What follows belongs to an exercise in optimizing a design on an open flow for small area, a short achievable clock period and few clock cycles per item; a production flow would make more cautious choices.
In this exercise RTL edits were held to simulation tests only and were not proved equivalent to the original.

Design adsb_encoder, start of the top module:
module adsb_encoder (
    input  wire         clk,
    input  wire         rst,
    input  wire         in_valid,
    output wire         in_ready,
    input  wire [1:0]   op,
    input  wire [23:0]  icao,
    input  wire [2:0]   ca,
    input  wire [4:0]   tc,
    input  wire [1:0]   ss,
    input  wire         nicsb,
    input  wire         tbit,
    input  wire         surface,
    input  wire [31:0]  alt,       
    input  wire [31:0]  lat,       
    input  wire [31:0]  lon,       
    input  wire [63:0]  name,      
    input  wire [87:0]  msg,       
    output wire         out_valid,
    input  wire         out_ready,
    output wire [111:0] frame_e,   
    output wire [111:0] frame_o,
    output wire [7:0]   diag,
    output wire [23:0]  crc,
    output wire         err
);
Size: roughly 3900 cells after synthesis, about 140 flip-flops, about 550 I/O pins, about 0.033 sq mm of cells after synthesis.
Settings: LEC_CHECK=0, CAP_MARGIN=20, CORE_MARGIN=2, CORE_UTILIZATION=40, PLACE_DENSITY=0.6, SLEW_MARGIN=20; clock period 34.0 ns.
standard.sh (not shown) runs the stock make flow with config.mk's settings and CLKGATE_MAP_FILE= SYNTH_SCRIPT=/design/flow/synth_recipe.tcl, a recipe that flattens the netlist after the stock synthesis.
==> flow/flow/run.sh <==
#!/bin/bash
# The standard layout (standard.sh: ORFS synthesis to final layout, unchanged),
# with the port buffers that global placement inserts on every input and output
# made from sky130_fd_sc_hd__buf_1 instead of the cell buffer_ports picks by
# default (clkdlybuf4s50_1, a delay cell of 2.7 times the area and about 0.4 ns more
# delay). Every port still gets its own buffer.
set -euo pipefail
export BUFFER_PORTS_ARGS="-buffer_cell sky130_fd_sc_hd__buf_1"
bash standard.sh finish > standard_flow.log 2>&1
Testbench counts at the start, summed over its fixed seeds: cycles 1,928, items 1,920.
==> next run, changes <==
==> flow/flow/run.sh (replaced) <==
#!/bin/bash
# The standard layout (standard.sh: ORFS synthesis to final layout, unchanged),
# with the port buffers that global placement inserts on every input and output
# made from sky130_fd_sc_hd__buf_2 instead of the cell buffer_ports picks by
# default (clkdlybuf4s50_1, a delay cell of twice the area and about 0.4 ns more
# delay). Every port still gets its own buffer.
set -euo pipefail
export BUFFER_PORTS_ARGS="-buffer_cell sky130_fd_sc_hd__buf_2"
bash standard.sh finish > standard_flow.log 2>&1
The changed run completed with no timing, DRC or antenna violations.
Design area climbs by about 2%.
Utilization came out higher by 0.87 points.
Flip-flop and latch count does not change.
Synthesized cell count does not change.
==> next run, changes <==
CORE_UTILIZATION = 55   (was 40)
PLACE_DENSITY = 0.75   (was 0.6)
Outcome:
- The changed run completed without violations
- routed wire length fell by a little under a tenth
- setup slack gets worse by 320 ps
- clock-buffer cell count does not change
- hold slack gets worse by 12 ps
- global-route usage rose by 7.9 points
- cell area fell slightly
- non-clock buffer count fell by 4
- via count rose slightly
==> next run, changes <==
==> flow/flow/run.sh (replaced) <==
#!/bin/bash
# The standard layout (standard.sh: ORFS synthesis to final layout, unchanged),
# with the port buffers that global placement inserts on every input and output
# made from sky130_fd_sc_hd__buf_1 instead of the cell buffer_ports picks by
# default (clkdlybuf4s50_1, a delay cell of 2.7 times the area and about 0.4 ns more
# delay). Every port still gets its own buffer.
set -euo pipefail
export BUFFER_PORTS_ARGS="-buffer_cell sky130_fd_sc_hd__buf_1"
bash standard.sh finish > standard_flow.log 2>&1
CORE_UTILIZATION = 40   (was 55)
PLACE_DENSITY = 0.6   (was 0.75)
SLEW_MARGIN = 55   (was 20)
Outcome: Design area is about the same. Via count shrinks slightly. Final cell count grows by a few percent. Worst setup slack is better by 620 ps.

========
adsb_encoder again, from the RTL that the note above started with.
export LEC_CHECK = 0
export CAP_MARGIN = 20
export CORE_MARGIN = 2
export CORE_UTILIZATION = 40
export PLACE_DENSITY = 0.6
export SLEW_MARGIN = 60
create_clock -name core_clock -period 34.0 [get_ports {clk}]
==> flow/flow/run.sh <==
#!/bin/bash
# The standard layout (standard.sh: ORFS synthesis to final layout, unchanged),
# with the port buffers that global placement inserts on every input and output
# made from sky130_fd_sc_hd__buf_2 instead of the cell buffer_ports picks by
# default (clkdlybuf4s50_1, a delay cell of twice the area and about 0.4 ns more
# delay). Every port still gets its own buffer.
set -euo pipefail
export BUFFER_PORTS_ARGS="-buffer_cell sky130_fd_sc_hd__buf_2"
bash standard.sh finish > standard_flow.log 2>&1
The first run finished clean.
Testbench counts at the start, summed over its fixed seeds: cycles 1,928, items 1,920.
Change:
==> flow/flow/run.sh (replaced) <==
#!/bin/bash
# The standard layout (standard.sh: ORFS synthesis to final layout, unchanged),
# with the port buffers that global placement inserts on every input and output
# made from sky130_fd_sc_hd__buf_1 instead of the cell buffer_ports picks by
# default (clkdlybuf4s50_1, a delay cell of 2.7 times the area and about 0.4 ns more
# delay). Every port still gets its own buffer.
set -euo pipefail
export BUFFER_PORTS_ARGS="-buffer_cell sky130_fd_sc_hd__buf_1"
bash standard.sh finish > standard_flow.log 2>&1
--- a/flow/config.mk
+++ b/flow/config.mk
@@ -11,2 +11,2 @@
 export PLACE_DENSITY = 0.6
-export SLEW_MARGIN = 60
+export SLEW_MARGIN = 75
What happened: The changed run produced a clean layout; clock skew stays flat; routed wire length rises by a few percent; die area is unchanged.
Change:
--- a/flow/config.mk
+++ b/flow/config.mk
@@ -11,2 +11,2 @@
 export PLACE_DENSITY = 0.6
-export SLEW_MARGIN = 75
+export SLEW_MARGIN = 50
Effect: The changed run completed without violations; first-iteration DRC count came out lower by 2.7%; setup slack improves by 0.18 ns; synthesized area is unchanged; final area goes down by 9.7%; routed wire length falls by 1.5%; synthesized cell count is unchanged; cell count decreases by 3.6%.
Change:
--- a/flow/config.mk
+++ b/flow/config.mk
@@ -11,2 +11,2 @@
 export PLACE_DENSITY = 0.6
-export SLEW_MARGIN = 50
+export SLEW_MARGIN = 60
=> The changed run produced a clean layout. Clock skew hardly moves. Worst hold slack improved by 0.0038 ns. Wire length is about the same. Worst setup slack improved by 0.0076 ns. Utilization is higher by 0.54 points.
Change:
--- a/flow/config.mk
+++ b/flow/config.mk
@@ -7,3 +7,3 @@
 export LEC_CHECK = 0
-export CAP_MARGIN = 20
+export CAP_MARGIN = 40
 export CORE_MARGIN = 2
The new run ran to the end with no violations.
Fmax does not change.
Routed wire length stays the same.
Worst setup slack is unchanged.
Utilization stays the same.
Final area stays the same.
Synthesized cell count does not change.

## afterwards: timing with drivers on the ports
Ports are ideal in the flow. The routed layouts listed here were re-timed in OpenROAD.
Step 1, drivers: a clkbuf_16 drives clk and a buf_2 each remaining input, both assumed.
Step 2 adds t to the input delays and takes it off the output delays; t is the mean of the earliest and latest rising clock arrival at the registers after step 1. Input paths then give back, and output paths get back, about the clock's delay inside the block.
a / b / c = ideal ports / drivers / drivers and shift; a / b = the first two.
run	t (ns)	setup WS [ns]	hold slack, ns	worst setup path at the end	latest minus earliest clock arrival (ns)
the first run of note 1	0.537	19.443 / 19.380 / 19.189	0.543 / 0.543 / 0.543	input to register	0.021 / 0.020
the second run of note 1	0.546	19.479 / 19.410 / 19.050	0.550 / 0.550 / 0.550	input to register	0.015 / 0.015
the third run of note 1	0.550	19.155 / 19.198 / 18.648	0.538 / 0.538 / 0.538	input to register	0.019 / 0.019
the fourth run of note 1	0.544	19.778 / 19.713 / 19.410	0.542 / 0.542 / 0.542	input to register	0.017 / 0.017
the first run of note 2	0.539	19.767 / 19.701 / 19.465	0.555 / 0.555 / 0.555	input to register	0.016 / 0.016
the second run of note 2	0.541	19.563 / 19.496 / 19.883	0.546 / 0.546 / 0.546	input to register	0.016 / 0.016
the third run of note 2	0.536	19.743 / 19.685 / 19.261	0.544 / 0.544 / 0.544	input to register	0.021 / 0.021
the fourth run of note 2	0.544	19.751 / 19.692 / 19.406	0.548 / 0.548 / 0.548	input to register	0.018 / 0.018
the fifth run of note 2	0.544	19.751 / 19.692 / 19.406	0.548 / 0.548 / 0.548	input to register	0.018 / 0.018
After both steps every run listed still meets setup and hold. The setup slack of the third run of note 1, which loses most, moves by +0.043 ns with the drivers and by -0.507 ns with both steps.
